Context: an optimization exercise on an open-source flow, tuned for small area, a short achievable clock period and few clock cycles. The choices shown serve that exercise and are no tape-out recipe.
At most, simulation tests tie the RTL to the original design; equivalence was not proved.
No activity file was given, so power comes from the tool's default toggle rates.

## the reference run
## kbd_scan_react
module kbd_scan_react (
    input  wire        clk,
    input  wire        rst,
    input  wire        cmd_valid,
    input  wire [7:0]  cmd,
    output wire        cmd_ready,
    output reg  [7:0]  row_n,
    input  wire [7:0]  col_n,
    input  wire [31:0] rnd_data,
    output reg         rnd_take,
    output wire [17:0] ev,
    output reg         led_valid,
    output reg  [23:0] led_data,
    output reg         draw_valid,
    output wire [1:0]  draw_sprite,
    output wire [2:0]  fault
);
    localparam [1:0] M_RAINBOW = 2'd0, M_LIGHTNING = 2'd1, M_CHASE = 2'd2, M_CHASE2 = 2'd3;
    localparam [3:0] S_IDLE = 4'd0,
                     S_SCAN = 4'd1,    
                     S_POP  = 4'd2,    
                     S_DBW  = 4'd3,    
                     S_LFW  = 4'd4,    
                     S_LF   = 4'd5,    
                     S_LW0  = 4'd6,    
                     S_LT0  = 4'd7,    
                     S_LW1  = 4'd8,    
                     S_LT1  = 4'd9,    
                     S_LR   = 4'd10,   
                     S_LR2  = 4'd11,   
                     S_LT2  = 4'd12,   
                     S_KW0  = 4'd13,   
                     S_KT0  = 4'd14,   
                     S_KT1  = 4'd15;   
    reg [3:0]  st;
    reg        rdy;
    reg        rdy_ok;       
    reg        f_proto, f_ill;
    reg [2:0]  sc_row;
    reg        row_on;
    reg [2:0]  ic;           
    reg [2:0]   phi;
    reg [63:0]  rs;          
    reg [255:0] rc;          
    reg [63:0]  rsn;         
    reg         lap0;        
    reg [3:0]   pass;        
    reg [7:0]   bvalid;
    reg [7:0]   bkind;
    reg [2:0]   brow;
    reg [7:0]   evrow;
    reg [7:0]   ev_r;        
    reg [59:0] lk;           
    reg [11:0] lt;           
    reg [1:0]  fk;           
    reg        fws;          
    reg [7:0]  ft;
    reg        fpend;        
    reg [6:0]  lcnt;
    reg [3:0]  cidx;
    reg [7:0]  cph;          
    reg [1:0]  mode;
    reg [3:0]  rsel;         
    reg [3:0]  jsel;         
    reg        lb;           
  ...
For scale: ~3,100 cells after synthesis, ~700 flip-flops, ~110 I/O pins, roughly 30,000 sq um of cells after synthesis.
==> flow/config.mk <==
export PLATFORM = sky130hd
export DESIGN_NAME = kbd_scan_react
export DESIGN_NICKNAME = kbd_scan_react
export VERILOG_FILES = /design/flow/design.v
export SDC_FILE = /design/flow/constraint.sdc
export NUM_CORES = 8
export LEC_CHECK = 0
export CAP_MARGIN = 20
export CORE_MARGIN = 2
export CORE_UTILIZATION = 40
export PLACE_DENSITY = 0.6
export SLEW_MARGIN = 20
==> flow/constraint.sdc <==
create_clock -name core_clock -period 14.0 [get_ports {clk}]
set_input_delay 2.8000 -clock core_clock [delete_from_list [all_inputs] [get_ports {clk}]]
set_output_delay 2.8000 -clock core_clock [all_outputs]
set_load 0.01 [all_outputs]
standard.sh (not shown) runs the stock make flow with config.mk's settings and CLKGATE_MAP_FILE= SYNTH_SCRIPT=/design/flow/synth_recipe.tcl, a recipe that flattens the netlist after the stock synthesis.
==> flow/flow/run.sh <==
#!/bin/bash
# Standard ORFS layout (standard synthesis, unchanged). Timing repair aims at a
# larger setup slack than the default so that the achieved period is short.
set -euo pipefail
bash standard.sh SETUP_SLACK_MARGIN=10 finish > standard.log 2>&1
Edits applied to the flow inputs when going from the reference run to the trial run:
diff --git a/flow/flow/run.sh b/flow/flow/run.sh
--- a/flow/flow/run.sh
+++ b/flow/flow/run.sh
@@ -4,2 +4,2 @@
 set -euo pipefail
-bash standard.sh SETUP_SLACK_MARGIN=10 finish > standard.log 2>&1
+bash standard.sh SETUP_SLACK_MARGIN=10.3 finish > standard.log 2>&1
==> notes.md <==
Layout net count essentially unchanged between the reference run and the trial run.
Combinational power for the trial run is higher than for the reference run.
[the trial run] total of plain and repair buffers excluding clock buffers rose 2 relative to the reference run
As far as power dissipated in sequential cells is concerned, the reference run and the trial run perform about the same.
The trial run | status: complete | timing, DRC, antenna: pass
No run of this note included a check of the RTL's function; only the layout flow was run.

* * *

kbd_scan_react, a different RTL version from the one above (not shown whole).
Size in the first run: roughly 700 flip-flops, about 110 I/O pins, ~31000 µm² of cells after synthesis.
clock: 14.0 ns
lec_check: 0
cap_margin: 20
core_margin: 2
core_utilization: 40
place_density: 0.6
slew_margin: 20
synth_hierarchical: 1
==> flow/flow/run.sh <==
#!/bin/bash
# Standard ORFS layout with the standard synthesis, unchanged.  Timing repair
# aims at a larger setup slack than the default so that the achieved period is
# short; the clock tree uses larger leaf clusters; ports get plain buffers.
set -euo pipefail
bash standard.sh SETUP_SLACK_MARGIN=10.15 CTS_CLUSTER_SIZE=24 CTS_CLUSTER_DIAMETER=70 \
    "BUFFER_PORTS_ARGS=-buffer_cell sky130_fd_sc_hd__buf_2" finish > standard.log 2>&1
Testbench counts at the start, summed over its fixed seeds: cycles 1,040,346.
Then changed:
--- a/flow/flow/run.sh
+++ b/flow/flow/run.sh
@@ -5,3 +5,3 @@
 set -euo pipefail
-bash standard.sh SETUP_SLACK_MARGIN=10.15 CTS_CLUSTER_SIZE=24 CTS_CLUSTER_DIAMETER=70 \
+bash standard.sh SETUP_SLACK_MARGIN=10 CTS_CLUSTER_SIZE=32 CTS_CLUSTER_DIAMETER=80 \
     "BUFFER_PORTS_ARGS=-buffer_cell sky130_fd_sc_hd__buf_2" finish > standard.log 2>&1
- combinational power decreases by about a fifth
- sequential power barely changes
- worst setup slack gets worse by 12 ps
- final cell count falls slightly
- utilization falls by 1.3 points
Then changed:
--- a/flow/flow/run.sh
+++ b/flow/flow/run.sh
@@ -5,3 +5,3 @@
 set -euo pipefail
-bash standard.sh SETUP_SLACK_MARGIN=10 CTS_CLUSTER_SIZE=32 CTS_CLUSTER_DIAMETER=80 \
+bash standard.sh SETUP_SLACK_MARGIN=10.3 CTS_CLUSTER_SIZE=24 CTS_CLUSTER_DIAMETER=70 \
     "BUFFER_PORTS_ARGS=-buffer_cell sky130_fd_sc_hd__buf_2" finish > standard.log 2>&1
Result: Worst setup slack is better by 41 ps. Core utilization rises by 1.7 points. Clock skew falls by 29 ps. Global-route usage grows by 0.34 points. Cell area climbs by a few percent. Area after synthesis stays the same.
Then changed:
--- a/flow/flow/run.sh
+++ b/flow/flow/run.sh
@@ -5,3 +5,3 @@
 set -euo pipefail
-bash standard.sh SETUP_SLACK_MARGIN=10.3 CTS_CLUSTER_SIZE=24 CTS_CLUSTER_DIAMETER=70 \
+bash standard.sh SETUP_SLACK_MARGIN=10 CTS_CLUSTER_SIZE=18 CTS_CLUSTER_DIAMETER=60 \
     "BUFFER_PORTS_ARGS=-buffer_cell sky130_fd_sc_hd__buf_2" finish > standard.log 2>&1
Result: The new run completed with no timing, DRC or antenna violations. Sequential share of layout area increases by 0.68 points. Routed wire length decreases slightly. Area after synthesis does not change.
Then changed:
--- a/flow/flow/run.sh
+++ b/flow/flow/run.sh
@@ -5,3 +5,3 @@
 set -euo pipefail
-bash standard.sh SETUP_SLACK_MARGIN=10 CTS_CLUSTER_SIZE=18 CTS_CLUSTER_DIAMETER=60 \
+bash standard.sh SETUP_SLACK_MARGIN=10 CTS_CLUSTER_SIZE=24 CTS_CLUSTER_DIAMETER=70 \
     "BUFFER_PORTS_ARGS=-buffer_cell sky130_fd_sc_hd__buf_2" finish > standard.log 2>&1
Wire length falls slightly; count of clock-buffer cells in the layout falls by 27; worst hold slack gains 31 ps.

-- afterwards: timing with drivers on the ports --
No port has a modelled driver above. Below, the same layouts with a new extraction and two added sets of constraints.
Step 1: set_driving_cell puts a clkbuf_16 on clk and a buf_2 on each other input, an assumption about the parent block.
Step 2 also shifts input and output timing later by t, the mid clock arrival at the registers, as if the neighbouring blocks saw the same clock.
Slacks: ideal ports / drivers / drivers and shift; pairs: ideal ports / drivers.
run	t (ns)	setup WS [ns]	worst hold slack (ns)	worst slew at a driven data input, ns
the reference run	0.671	8.157 / 8.172 / 7.501	0.322 / 0.322 / 0.322	0.06
the trial run	0.670	8.214 / 8.228 / 7.558	0.305 / 0.305 / 0.305	0.06
the first run of note 2	0.675	10.040 / 9.977 / 9.430	0.325 / 0.325 / 0.325	0.06
the second run of note 2	0.661	10.028 / 9.965 / 9.421	0.308 / 0.308 / 0.308	0.04
the third run of note 2	0.668	10.069 / 10.009 / 9.451	0.326 / 0.326 / 0.326	0.07
the fourth run of note 2	0.699	10.009 / 9.950 / 9.365	0.292 / 0.292 / 0.292	0.04
the fifth run of note 2	0.670	10.028 / 9.972 / 9.402	0.322 / 0.322 / 0.322	0.04
After both steps every run listed still meets setup and hold.
